This is an optimization exercise on Yosys and OpenROAD, whose aim is small area, a short achievable clock period and few clock cycles per item, not a production implementation. RTL that was checked went through simulation tests only; none was proved equivalent to the original.

Setup of run 5:
Design sha256_hex, start of the top module:
module sha256_hex (
  input  wire         clk,
  input  wire         rst,         
  input  wire         in_valid,
  output wire         in_ready,
  input  wire [7:0]   in_data,
  input  wire         in_keep,     
  input  wire         in_last,     
  output wire         out_valid,
  input  wire         out_ready,
  output wire [511:0] out_hex      
);
==> flow/config.mk <==
export PLATFORM = sky130hd
export DESIGN_NAME = sha256_hex
export DESIGN_NICKNAME = sha256_hex
export VERILOG_FILES = /design/flow/design.v
export SDC_FILE = /design/flow/constraint.sdc
export NUM_CORES = 4
export LEC_CHECK = 0
export CAP_MARGIN = 20
export CORE_MARGIN = 2
export CORE_UTILIZATION = 40
export CTS_CLUSTER_DIAMETER = 100
export CTS_CLUSTER_SIZE = 22
export PLACE_DENSITY = 0.6
export SETUP_SLACK_MARGIN = 5.0
export SLEW_MARGIN = 30
==> flow/constraint.sdc <==
create_clock -name core_clock -period 10.0 [get_ports {clk}]
set_input_delay 2.0000 -clock core_clock [delete_from_list [all_inputs] [get_ports {clk}]]
set_output_delay 2.0000 -clock core_clock [all_outputs]
set_load 0.01 [all_outputs]
run.sh (not shown) runs the stock make flow with config.mk's settings and CLKGATE_MAP_FILE= SYNTH_SCRIPT=/design/flow/synth_recipe.tcl, a recipe that flattens the netlist after the stock synthesis.
Testbench counts of run 5, summed over its fixed seeds: cycles 17,308, items 192.
Here is what was changed in the inputs of run 2 compared with run 5.
--- a/flow/design.v
+++ b/flow/design.v
@@ -17,14 +17,14 @@
                    P_SCHED = 2'd1,    
                    P_END   = 2'd2,    
                    P_SHIFT = 2'd3;    
   reg  [23:0] acc;         
   reg  [1:0]  na;          
   reg         adone;       
-  localparam FD = 8;
-  localparam FW = 3;                       
+  localparam FD = 10;
+  localparam FW = 4;                       
   reg  [35:0]   fq [0:FD-1];
   reg  [FW:0]   fcnt;
   reg  [FW-1:0] frd, fwr;
   wire [35:0]   fhead   = fq[frd];
   wire [31:0]   wb      = fhead[35:4];   
   wire          wb_last = fhead[3];      
Notes after the runs:
Run 2 against run 5: synthesized cell count rose by about 3.5%; met2 demand-to-capacity share in global routing rose by 1.2 points; final clock period utilization by the worst path stayed essentially flat; smallest hold slack stayed essentially flat; clock latency at the later pin of the worst-skew pair stayed essentially flat. Changes observed in run 2 relative to run 5: half-perimeter wire length after placement saw an increase. Summary of run 2 over run 5: global-route usage has increased. The iteration count of the initial detailed-routing pass number comes out higher for run 5 vs run 2. The fraction of area in clock buffers and inverters of run 2 and that of run 5 are within noise of each other. Run 2 falls short of run 5 in final critical-path required period. Combined area of the multi-input logic cells, run 2 vs run 5: up by a few percent.
Testbench counts of run 2, summed over its fixed seeds: cycles 16,799, items 192.

* * *

sha256_hex, a different RTL version from the one above (not shown whole).
For scale: ~6600 cells after synthesis, about 1500 flip-flops, roughly 79000 sq um of cells after synthesis.
==> flow/design.v (excerpt) <==
module sha256_hex (
  input  wire         clk,
  input  wire         rst,         
  input  wire         in_valid,
  output wire         in_ready,
  input  wire [7:0]   in_data,
  input  wire         in_keep,     
  input  wire         in_last,     
  output wire         out_valid,
  input  wire         out_ready,
  output wire [511:0] out_hex      
);
  localparam [255:0] H_INIT = {
    32'h6a09e667, 32'hbb67ae85, 32'h3c6ef372, 32'ha54ff53a,
    32'h510e527f, 32'h9b05688c, 32'h1f83d9ab, 32'h5be0cd19};
  localparam [1:0] P_LOAD  = 2'd0,    
                   P_SCHED = 2'd1,    
                   P_END   = 2'd2,    
                   P_SHIFT = 2'd3;    
  reg  [23:0] acc;         
  reg  [1:0]  na;          
  reg         adone;       
  localparam FD = 8;
  localparam FW = 3;                       
  reg  [35:0]   fq [0:FD-1];
  reg  [FW:0]   fcnt;
  reg  [FW-1:0] frd, fwr;
  wire [35:0]   fhead   = fq[frd];
  wire [31:0]   wb      = fhead[35:4];   
  wire          wb_last = fhead[3];      
  wire          wb_p80  = fhead[2];      
  wire [2:0]    wb_nb   = wb_p80 ? {1'b0, fhead[1:0]} : 3'd4;   
  wire          wb_v    = (fcnt != 0);
  wire        wb_take;     
  wire        wb_free = (fcnt != FD) || wb_take;
  reg    rdy;
  assign in_ready = rdy;
  wire   beat     = in_valid && rdy;
  wire [2:0]  n_cur  = adone ? {1'b0, na} : ({1'b0, na} + {2'b0, in_keep});
  wire        l_cur  = adone || in_last;
  wire [31:0] b_cur  = {acc, in_data};
  wire        ncase  = adone ? 1'b0 : 1'b1;    
  reg  [31:0] w_pack;
  integer j;
  always @(*) begin
    for (j = 0; j < 4; j = j + 1) begin
      if (j < na)
        w_pack[31-8*j -: 8] = acc[23-8*j -: 8];
      else if (j == na && ncase && in_keep)
        w_pack[31-8*j -: 8] = in_data;
      else if (j == n_cur && l_cur)
        w_pack[31-8*j -: 8] = 8'h80;
      else
        w_pack[31-8*j -: 8] = 8'h00;
    end
  end
  wire emit_beat = beat && ((in_keep && na == 2'd3) || in_last);
  wire emit      = (adone || emit_beat) && wb_free;
  ...
clock: 10.0 ns
lec_check: 0
cap_margin: 20
core_margin: 2
core_utilization: 40
cts_cluster_diameter: 100
cts_cluster_size: 22
place_density: 0.6
setup_slack_margin: 5.0
slew_margin: 30
Testbench counts at the start, summed over its fixed seeds: cycles 17,308, items 192.
==> next run, changes <==
--- a/flow/design.v
+++ b/flow/design.v
@@ -13,32 +13,32 @@
   localparam [255:0] H_INIT = {
     32'h6a09e667, 32'hbb67ae85, 32'h3c6ef372, 32'ha54ff53a,
     32'h510e527f, 32'h9b05688c, 32'h1f83d9ab, 32'h5be0cd19};
   localparam [1:0] P_LOAD  = 2'd0,    
                    P_SCHED = 2'd1,    
                    P_END   = 2'd2,    
                    P_SHIFT = 2'd3;    
   reg  [23:0] acc;         
   reg  [1:0]  na;          
   reg         adone;       
   localparam FD = 8;
   localparam FW = 3;                       
-  reg  [35:0]   fq [0:FD-1];
+  reg  [36:0]   fq [0:FD-1];
   reg  [FW:0]   fcnt;
   reg  [FW-1:0] frd, fwr;
-  wire [35:0]   fhead   = fq[frd];
-  wire [31:0]   wb      = fhead[35:4];   
-  wire          wb_last = fhead[3];      
-  wire          wb_p80  = fhead[2];      
-  wire [2:0]    wb_nb   = wb_p80 ? {1'b0, fhead[1:0]} : 3'd4;   
+  wire [36:0]   fhead   = fq[frd];
+  wire [31:0]   wb      = fhead[36:5];   
+  wire [2:0]    wb_nb   = fhead[4:2];    
+  wire          wb_last = fhead[1];      
+  wire          wb_p80  = fhead[0];      
   wire          wb_v    = (fcnt != 0);
   wire        wb_take;     
   wire        wb_free = (fcnt != FD) || wb_take;
   reg    rdy;
   assign in_ready = rdy;
   wire   beat     = in_valid && rdy;
   wire [2:0]  n_cur  = adone ? {1'b0, na} : ({1'b0, na} + {2'b0, in_keep});
   wire        l_cur  = adone || in_last;
   wire [31:0] b_cur  = {acc, in_data};
   wire        ncase  = adone ? 1'b0 : 1'b1;    
   reg  [31:0] w_pack;
   integer j;
@@ -231,25 +231,25 @@
       k      <= 6'd0;
       v1     <= 1'b0;
       v2     <= 1'b0;
       hsg    <= 1'b0;
       mlen   <= 16'd0;
       pend   <= 1'b0;
       p80    <= 1'b0;
       fin    <= 1'b0;
       first  <= 1'b1;
       ov     <= 1'b0;
     end else begin
       if (emit) begin
-        fq[fwr] <= {w_pack, l_cur, l_cur && !n_cur[2], n_cur[1:0]};
+        fq[fwr] <= {w_pack, n_cur, l_cur, l_cur && !n_cur[2]};
         fwr     <= (fwr == FD - 1) ? 0 : fwr + 1'b1;
         na      <= 2'd0;
         adone   <= 1'b0;
       end else begin
         if (beat) begin
           if (in_keep)
             acc[23-8*na -: 8] <= in_data;
           na    <= na + {1'b0, in_keep};
           adone <= in_last;
         end
       end
       if (wb_take)
Result: The changed run passed the timing, DRC and antenna checks; flip-flop and latch count rises by 8; design area barely changes; hold slack stays flat; global-route usage stays flat; wire length barely changes; die area is about the same; sequential share of layout area goes up by 0.39 points; critical path depth increases by 4; clock-buffer cell count is lower by 4; utilization barely changes; worst setup slack is better by 0.033 ns.
The RTL of the second run of this note was laid out without a check of its function.

-- separate check: timing with driven ports --
In the flow no input, the clock included, has a driving cell. The finished layouts below were timed again as built, in two steps.
Step 1 (the two cells are an assumption about what drives the block):
set clk [get_ports {clk}]
set_driving_cell -lib_cell sky130_fd_sc_hd__clkbuf_16 $clk
set_driving_cell -lib_cell sky130_fd_sc_hd__buf_2 [delete_from_list [all_inputs] $clk]
Step 2 times the ports against the registers' clock, not the clock port: input delays grow and output delays shrink by t, the midpoint of the rising clock arrivals with the driver on.
Three values: no drivers, after step 1, after step 2; two values: the first two.
| run | t, ns | slack for setup (ns) | worst register clock-pin slew, ns | pins driven straight from the clock port |
|---|---|---|---|---|
| run 5 | 0.828 | 4.967 / 4.967 / 4.408 | 0.10 / 0.10 | 1 |
| run 2 | 0.805 | 4.961 / 4.961 / 4.229 | 0.11 / 0.11 | 1 |
| the first run of note 2 | 0.822 | 4.944 / 4.944 / 4.261 | 0.11 / 0.11 | 1 |
| the second run of note 2 | 0.828 | 4.977 / 4.977 / 4.228 | 0.11 / 0.11 | 1 |
After both steps setup and hold are still met in every run listed. For the second run of note 2, which loses most, drivers alone change the setup slack by 0.000 ns; drivers and shift together by -0.749 ns.
